From an optimization exercise on the open Yosys and OpenROAD flow, aimed at small area, a short achievable clock period and few clock cycles; shortcuts taken in it are not production practice.
Where RTL was checked, it was by simulation tests only, not by an equivalence proof against the original.

red:
Design jel_cap, start of the top module:
module jel_cap (
    input  wire        clk,
    input  wire        rst,           
    input  wire        cmd_valid,
    output wire        cmd_ready,
    input  wire [2:0]  cmd_op,
    input  wire [31:0] cmd_arg,
    input  wire [7:0]  cmd_b,         
    input  wire [31:0] cmd_wb,        
    input  wire [31:0] cmd_hb,        
    input  wire        cmd_ecc,       
    input  wire        cmd_elen,      
    output reg         rsp_valid,
    output wire [7:0]  rsp_code,      
    output wire [31:0] rsp_value
);
Size: ~2400 cells after synthesis, about 170 flip-flops, ~150 I/O pins, roughly 15000 µm² of cells after synthesis.
export LEC_CHECK = 0
export CAP_MARGIN = 20
export CORE_MARGIN = 2
export CORE_UTILIZATION = 40
export SLEW_MARGIN = 20
create_clock -name core_clock -period 10.0 [get_ports {clk}]
standard.sh (not shown) runs the stock make flow with config.mk's settings and CLKGATE_MAP_FILE= SYNTH_SCRIPT=/design/flow/synth_recipe.tcl, a recipe that flattens the netlist after the stock synthesis.
==> flow/flow/run.sh <==
#!/bin/bash
# Layout flow: the standard ORFS flow (standard.sh), with these make
# variables changed (the clock period and the constraints are the standard flow's):
#   ADDER_MAP_FILE=     yosys leaves adders to abc instead of mapping them to
#                       the fa/ha cells (the registers are the same)
#   ABC_AREA=1          abc's area script
#   SETUP_SLACK_MARGIN  repair_timing works on paths until this much slack
#   BUFFER_PORTS_ARGS   the cell that buffers each input and output port
#   CTS_BUF_LIST        the clock tree's buffers
# Each step's full log is in orfs/logs/, make's own output in flow_make.log.
set -uo pipefail
bash standard.sh ADDER_MAP_FILE= ABC_AREA=1 SETUP_SLACK_MARGIN=6 'BUFFER_PORTS_ARGS=-buffer_cell sky130_fd_sc_hd__buf_1' CTS_BUF_LIST=sky130_fd_sc_hd__clkbuf_8 finish > flow_make.log 2>&1
--- input diff red..blue ---
diff --git a/flow/flow/run.sh b/flow/flow/run.sh
--- a/flow/flow/run.sh
+++ b/flow/flow/run.sh
@@ -11,2 +11,2 @@
 set -uo pipefail
-bash standard.sh ADDER_MAP_FILE= ABC_AREA=1 SETUP_SLACK_MARGIN=6 'BUFFER_PORTS_ARGS=-buffer_cell sky130_fd_sc_hd__buf_1' CTS_BUF_LIST=sky130_fd_sc_hd__clkbuf_8 finish > flow_make.log 2>&1
+bash standard.sh ADDER_MAP_FILE= ABC_AREA=1 SETUP_SLACK_MARGIN=6.0 TNS_END_PERCENT=0 'BUFFER_PORTS_ARGS=-buffer_cell sky130_fd_sc_hd__buf_1' CTS_BUF_LIST=sky130_fd_sc_hd__clkbuf_8 finish > flow_make.log 2>&1
Results
blue vs. red: final standard cell utilization of the core held steady, achievable frequency rose by 0.41%, number of slew-limit violations in the final report held steady, final worst setup slack +0.016 ns, number of iterations in the first detailed-routing pass fell 2.
The inputs of green differ from those of blue as listed below.
diff --git a/flow/flow/run.sh b/flow/flow/run.sh
--- a/flow/flow/run.sh
+++ b/flow/flow/run.sh
@@ -11,2 +11,2 @@
 set -uo pipefail
-bash standard.sh ADDER_MAP_FILE= ABC_AREA=1 SETUP_SLACK_MARGIN=6.0 TNS_END_PERCENT=0 'BUFFER_PORTS_ARGS=-buffer_cell sky130_fd_sc_hd__buf_1' CTS_BUF_LIST=sky130_fd_sc_hd__clkbuf_8 finish > flow_make.log 2>&1
+bash standard.sh ADDER_MAP_FILE= ABC_AREA=1 SETUP_SLACK_MARGIN=5.7 'BUFFER_PORTS_ARGS=-buffer_cell sky130_fd_sc_hd__buf_1' CTS_BUF_LIST=sky130_fd_sc_hd__clkbuf_8 finish > flow_make.log 2>&1
==> summary.txt <==
blue ended up with rem[2]$_DFF_P_ as its timing endpoint of the critical path; green ended up with rem[0]$_DFF_P_.
Delta (green minus blue): worst setup slack fell by 0.17 ns, maximum frequency fell by about 4%, cell depth of the worst flop-to-flop path rose by 4.0%.
Reported for green and blue, sequential cell count turned out identical to the last digit.
Diff blue -> green: post-route cell area lower.
Setup changes, green to orange
diff --git a/flow/flow/run.sh b/flow/flow/run.sh
--- a/flow/flow/run.sh
+++ b/flow/flow/run.sh
@@ -11,2 +11,2 @@
 set -uo pipefail
-bash standard.sh ADDER_MAP_FILE= ABC_AREA=1 SETUP_SLACK_MARGIN=5.7 'BUFFER_PORTS_ARGS=-buffer_cell sky130_fd_sc_hd__buf_1' CTS_BUF_LIST=sky130_fd_sc_hd__clkbuf_8 finish > flow_make.log 2>&1
+bash standard.sh ADDER_MAP_FILE= ABC_AREA=1 SETUP_SLACK_MARGIN=5.7 TNS_END_PERCENT=0 'BUFFER_PORTS_ARGS=-buffer_cell sky130_fd_sc_hd__buf_1' CTS_BUF_LIST=sky130_fd_sc_hd__clkbuf_8 finish > flow_make.log 2>&1
## What came out
- STATUS final critical-path setup slack: orange loses against green
- orange: number of optimization iterations in the first detailed-route pass higher than green
- Between orange and green, the cell count does not differ in any meaningful way.
- Final worst clock skew: orange vs green, no meaningful difference
- Area of the multi-input gates of green is on par with orange.
No functional check of the RTL was part of any run of this note.

========
Another version of the RTL of jel_cap (not shown whole).
Size in the first run: about 2,400 cells after synthesis, ~170 flip-flops.
// jel_cap
module jel_cap (
    input  wire        clk,
    input  wire        rst,           
    input  wire        cmd_valid,
    output wire        cmd_ready,
    input  wire [2:0]  cmd_op,
    input  wire [31:0] cmd_arg,
    input  wire [7:0]  cmd_b,         
    input  wire [31:0] cmd_wb,        
    input  wire [31:0] cmd_hb,        
    input  wire        cmd_ecc,       
    input  wire        cmd_elen,      
    output reg         rsp_valid,
    output wire [7:0]  rsp_code,      
    output wire [31:0] rsp_value
);
clock: 10.0 ns
lec_check: 0
cap_margin: 20
core_margin: 2
core_utilization: 40
slew_margin: 20
==> flow/flow/run.sh <==
#!/bin/bash
# Layout flow: the standard ORFS flow (standard.sh), with these make
# variables changed (the clock period and the constraints are the standard flow's):
#   ADDER_MAP_FILE=     yosys leaves adders to abc instead of mapping them to
#                       the fa/ha cells (the registers are the same)
#   ABC_AREA=1          abc's area script
#   SETUP_SLACK_MARGIN  repair_timing works on paths until this much slack
#   BUFFER_PORTS_ARGS   the cell that buffers each input and output port
#   CTS_BUF_LIST        the clock tree's buffers
# Each step's full log is in orfs/logs/, make's own output in flow_make.log.
set -uo pipefail
bash standard.sh ADDER_MAP_FILE= ABC_AREA=1 SETUP_SLACK_MARGIN=6 'BUFFER_PORTS_ARGS=-buffer_cell sky130_fd_sc_hd__buf_1' CTS_BUF_LIST=sky130_fd_sc_hd__clkbuf_8 CORE_UTILIZATION=25 finish > flow_make.log 2>&1
Testbench counts at the start, summed over its fixed seeds: cycles 9,637.
Then changed:
--- a/flow/flow/run.sh
+++ b/flow/flow/run.sh
@@ -10,3 +10,3 @@
 # Each step's full log is in orfs/logs/, make's own output in flow_make.log.
 set -uo pipefail
-bash standard.sh ADDER_MAP_FILE= ABC_AREA=1 SETUP_SLACK_MARGIN=6 'BUFFER_PORTS_ARGS=-buffer_cell sky130_fd_sc_hd__buf_1' CTS_BUF_LIST=sky130_fd_sc_hd__clkbuf_8 CORE_UTILIZATION=25 finish > flow_make.log 2>&1
+bash standard.sh ADDER_MAP_FILE= ABC_AREA=1 SETUP_SLACK_MARGIN=6 'BUFFER_PORTS_ARGS=-buffer_cell sky130_fd_sc_hd__buf_1' CTS_BUF_LIST=sky130_fd_sc_hd__clkbuf_8 CORE_UTILIZATION=20 finish > flow_make.log 2>&1
What happened: Critical path depth does not change; utilization falls by 5.6 points.

========
Another version of the RTL of jel_cap (not shown whole).
For scale: about 160 flip-flops, about 150 I/O pins, about 0.012 mm2 of cells after synthesis.
## jel_cap
module jel_cap (
    input  wire        clk,
    input  wire        rst,           
    input  wire        cmd_valid,
    output wire        cmd_ready,
    input  wire [2:0]  cmd_op,
    input  wire [31:0] cmd_arg,
    input  wire [7:0]  cmd_b,         
    input  wire [31:0] cmd_wb,        
    input  wire [31:0] cmd_hb,        
    input  wire        cmd_ecc,       
    input  wire        cmd_elen,      
    output reg         rsp_valid,
    output wire [7:0]  rsp_code,      
    output wire [31:0] rsp_value
);
    localparam OP_ECCLEN  = 3'd0;
    localparam OP_ECCCEIL = 3'd1;
    localparam OP_CAPECC  = 3'd2;
    localparam OP_RAWCAP  = 3'd3;
    localparam OP_CAP     = 3'd4;
    localparam C_OK       = 3'd0;     
    localparam C_BLOCKLEN = 3'd1;     
    localparam C_OPCODE   = 3'd2;     
    localparam C_FRAME    = 3'd3;     
    localparam C_CAPACITY = 3'd4;     
    localparam C_RESOURCE = 3'd5;     
    reg        rdy;           
    reg        s_mul, s_div, s_fin, s_post, s_err;
    reg        first;         
    reg        f_ecclen, f_eccceil, f_capecc, f_raw, f_cap;
  ...
export LEC_CHECK = 0
export CAP_MARGIN = 20
export CORE_MARGIN = 2
export CORE_UTILIZATION = 40
export SLEW_MARGIN = 20
create_clock -name core_clock -period 10.0 [get_ports {clk}]
==> flow/flow/run.sh <==
#!/bin/bash
# Layout flow: the standard ORFS flow (standard.sh), with these make
# variables changed (the clock period and the constraints are the standard flow's):
#   ADDER_MAP_FILE=     yosys leaves adders to abc instead of mapping them to
#                       the fa/ha cells (the registers are the same)
#   ABC_AREA=1          abc's area script, here replaced by the one below
#   SCRIPTS_DIR         a copy of ORFS's scripts with only that abc script
#                       changed
#   SETUP_SLACK_MARGIN  repair_timing works on paths until this much slack
#   BUFFER_PORTS_ARGS   the cell that buffers each input and output port
#   CTS_BUF_LIST        the clock tree's buffers
# Each step's full log is in orfs/logs/, make's own output in flow_make.log.
set -uo pipefail
rm -rf scripts_own
cp -r "$FLOW_HOME/scripts" scripts_own
cp flow/abc_area.script scripts_own/abc_area.script
bash standard.sh ADDER_MAP_FILE= ABC_AREA=1 SCRIPTS_DIR=$PWD/scripts_own SETUP_SLACK_MARGIN=6 'BUFFER_PORTS_ARGS=-buffer_cell sky130_fd_sc_hd__buf_1' CTS_BUF_LIST=sky130_fd_sc_hd__clkbuf_8 finish > flow_make.log 2>&1
==> flow/flow/abc_area.script <==
strash
dch
amap
topo
stime -c
buffer -c
upsize -c
dnsize -c
Rerun with:
==> flow/flow/run.sh (replaced) <==
#!/bin/bash
# Layout flow: the standard ORFS flow (standard.sh), with these make
# variables changed (the clock period and the constraints are the standard flow's):
#   ADDER_MAP_FILE=     yosys leaves adders to abc instead of mapping them to
#                       the fa/ha cells (the registers are the same)
#   ABC_AREA=1          abc's area script
#   SETUP_SLACK_MARGIN  repair_timing works on paths until this much slack
#   BUFFER_PORTS_ARGS   the cell that buffers each input and output port
#   CTS_BUF_LIST        the clock tree's buffers
# Each step's full log is in orfs/logs/, make's own output in flow_make.log.
set -uo pipefail
bash standard.sh ADDER_MAP_FILE= ABC_AREA=1 SETUP_SLACK_MARGIN=6 'BUFFER_PORTS_ARGS=-buffer_cell sky130_fd_sc_hd__buf_1' CTS_BUF_LIST=sky130_fd_sc_hd__clkbuf_8 finish > flow_make.log 2>&1
removed: flow/flow/abc_area.script
Result:
- The new run passed the timing, DRC and antenna checks
- routed wire length climbs by 15%
- first-iteration DRC count is higher by 8.4%
- core utilization fell by 5.3 points
- global-route usage rises by 1.1 points
Rerun with:
==> flow/flow/run.sh (replaced) <==
#!/bin/bash
# Layout flow: the standard ORFS flow (standard.sh) with these make
# variables changed:
#   ADDER_MAP_FILE=   yosys leaves adders to abc instead of mapping them to
#                     the slow fa/ha cells (registers are unchanged)
#   ABC_AREA=1        abc's area script
#   SETUP_SLACK_MARGIN  repair_timing works on paths until this much slack
# The clock period and the constraints are the standard flow's, unchanged.
set -uo pipefail
bash standard.sh ADDER_MAP_FILE= ABC_AREA=1 SETUP_SLACK_MARGIN=6 finish > flow_make.log 2>&1
Outcome: First-iteration DRC count rises slightly; utilization rises by 3.4 points; setup slack is better by 0.015 ns; sequential share of layout area falls by 1.7 points; worst hold slack is worse by 0.012 ns; synthesized cell count does not change; via count is about the same; count of clock-buffer cells in the layout rises by 4; non-clock buffer count rises by 14; clock skew falls by 0.012 ns.
Rerun with:
--- a/flow/flow/run.sh
+++ b/flow/flow/run.sh
@@ -9,2 +9,2 @@
 set -uo pipefail
-bash standard.sh ADDER_MAP_FILE= ABC_AREA=1 SETUP_SLACK_MARGIN=6 finish > flow_make.log 2>&1
+bash standard.sh ADDER_MAP_FILE= ABC_AREA=1 SETUP_SLACK_MARGIN=6.3 finish > flow_make.log 2>&1
The changed run produced a clean layout.
Final area grows by 9.8%.
Die area does not change.
Synthesized cell count stays the same.
Wire length rises by 6.9%.
Hold slack hardly moves.
Core utilization grows by 5.1 points.
Synthesized area stays the same.
Critical path depth stays the same.
Flip-flop and latch count is unchanged.
Function was not checked in any run of this note: the RTL went through the layout flow alone.

========
Setup of rev 12:
Another version of the RTL of jel_cap (not shown whole).
Size in the first run: ~170 flip-flops, roughly 0.015 mm² of cells after synthesis.
Design jel_cap, start of the top module:
module jel_cap (
    input  wire        clk,
    input  wire        rst,           
    input  wire        cmd_valid,
    output wire        cmd_ready,
    input  wire [2:0]  cmd_op,
    input  wire [31:0] cmd_arg,
    input  wire [7:0]  cmd_b,         
    input  wire [31:0] cmd_wb,        
    input  wire [31:0] cmd_hb,        
    input  wire        cmd_ecc,       
    input  wire        cmd_elen,      
    output reg         rsp_valid,
    output reg  [7:0]  rsp_code,      
    output wire [31:0] rsp_value
);
clock: 10.0 ns
lec_check: 0
cap_margin: 20
core_margin: 2
core_utilization: 40
slew_margin: 20
==> flow/flow/run.sh <==
#!/bin/bash
# Layout flow: the standard ORFS flow (standard.sh) with these make
# variables changed:
#   ADDER_MAP_FILE=   yosys leaves adders to abc instead of mapping them to
#                     the slow fa/ha cells (registers are unchanged)
#   ABC_AREA=1        abc's area script
#   SETUP_SLACK_MARGIN  repair_timing works on paths until this much slack
# The clock period and the constraints are the standard flow's, unchanged.
set -uo pipefail
bash standard.sh ADDER_MAP_FILE= ABC_AREA=1 SETUP_SLACK_MARGIN=7 finish > flow_make.log 2>&1
Rev 12 reached the end of the flow, and the finished layout is clean on the timing, DRC and antenna checks.
> inputs changed (rev 12 -> rev 13)
-- flow/flow/run.sh --
<<< rev 12, line 10
bash standard.sh ADDER_MAP_FILE= ABC_AREA=1 SETUP_SLACK_MARGIN=7 finish > flow_make.log 2>&1
>>> rev 13, line 10
bash standard.sh ADDER_MAP_FILE= ABC_AREA=1 SETUP_SLACK_MARGIN=6.5 finish > flow_make.log 2>&1
==> comparison <==
- Rev 13 went all the way through synthesis, placement and routing and the layout is clean on timing, DRC and antenna.
- Summary of rev 13 over rev 12: wire length of the first global-routing pass went down 3.0%.
No functional check of the RTL was part of any run of this note.

========
Another version of the RTL of jel_cap (not shown whole).
Size: about 1,700 cells after synthesis, ~150 flip-flops, roughly 15,000 um^2 of cells after synthesis.
==> flow/design.v (excerpt) <==
module jel_cap (
    input  wire        clk,
    input  wire        rst,           
    input  wire        cmd_valid,
    output wire        cmd_ready,
    input  wire [2:0]  cmd_op,
    input  wire [31:0] cmd_arg,
    input  wire [7:0]  cmd_b,         
    input  wire [31:0] cmd_wb,        
    input  wire [31:0] cmd_hb,        
    input  wire        cmd_ecc,       
    input  wire        cmd_elen,      
    output reg         rsp_valid,
    output reg  [7:0]  rsp_code,      
    output wire [31:0] rsp_value
);
Settings: LEC_CHECK=0, CAP_MARGIN=20, CORE_MARGIN=2, CORE_UTILIZATION=40, SETUP_SLACK_MARGIN=5, SLEW_MARGIN=20; clock period 10.0 ns.
run.sh (not shown) runs the stock make flow with config.mk's settings and CLKGATE_MAP_FILE= SYNTH_SCRIPT=/design/flow/synth_recipe.tcl, a recipe that flattens the netlist after the stock synthesis.
Stock flow here: none of the scripts above is used.
Edit:
--- a/flow/config.mk
+++ b/flow/config.mk
@@ -11 +10,0 @@
-export SETUP_SLACK_MARGIN = 5
Outcome: Setup slack is worse by 1800 ps; critical path depth shrinks by 2; cell count falls by a few percent.
No functional check of the RTL was part of any run of this note.

-- static timing again, ports no longer ideal --
The results above use ideal ports. As a check the final layouts listed here were re-extracted and re-timed, cells and wires unchanged.
Step 1: set_driving_cell puts a clkbuf_16 on clk and a buf_2 on each other input, an assumption about the parent block.
Step 2 moves the port delays by t, midway between the first and last clock arrival at a register: inputs arrive t later, outputs are due t later. That takes back most of the time a late clock gives input paths.
a / b / c = ideal / step 1 / step 2; a / b = the first two.
| run | shift t [ns] | setup WS [ns] | worst slew at a driven data input, ns |
|---|---|---|---|
| red | 0.555 | 6.177 / 6.177 / 5.673 | 0.04 |
| blue | 0.553 | 6.192 / 6.192 / 5.676 | 0.04 |
| green | 0.556 | 6.025 / 6.025 / 5.626 | 0.04 |
| orange | 0.558 | 5.991 / 5.991 / 5.625 | 0.04 |
| the first run of note 2 | 0.565 | 6.175 / 6.175 / 5.663 | 0.12 |
| the second run of note 2 | 0.572 | 6.134 / 6.134 / 5.575 | 0.16 |
| the first run of note 3 | 0.532 | 4.566 / 4.566 / 4.566 | 0.04 |
| the second run of note 3 | 0.544 | 6.120 / 6.120 / 5.693 | 0.04 |
| the third run of note 3 | 0.490 | 6.135 / 6.097 / 5.716 | 0.06 |
| the fourth run of note 3 | 0.491 | 6.107 / 6.107 / 5.938 | 0.06 |
| rev 12 | 0.506 | 6.040 / 6.040 / 6.040 | 0.11 |
| rev 13 | 0.501 | 5.920 / 5.920 / 5.920 | 0.06 |
| the first run of note 5 | 0.501 | 4.093 / 4.093 / 4.093 | 0.05 |
| the second run of note 5 | 0.504 | 2.339 / 2.339 / 2.339 | 0.09 |
After both steps setup and hold are still met in every run listed. For the second run of note 2, which loses most, drivers alone change the setup slack by 0.000 ns; drivers and shift together by -0.559 ns.
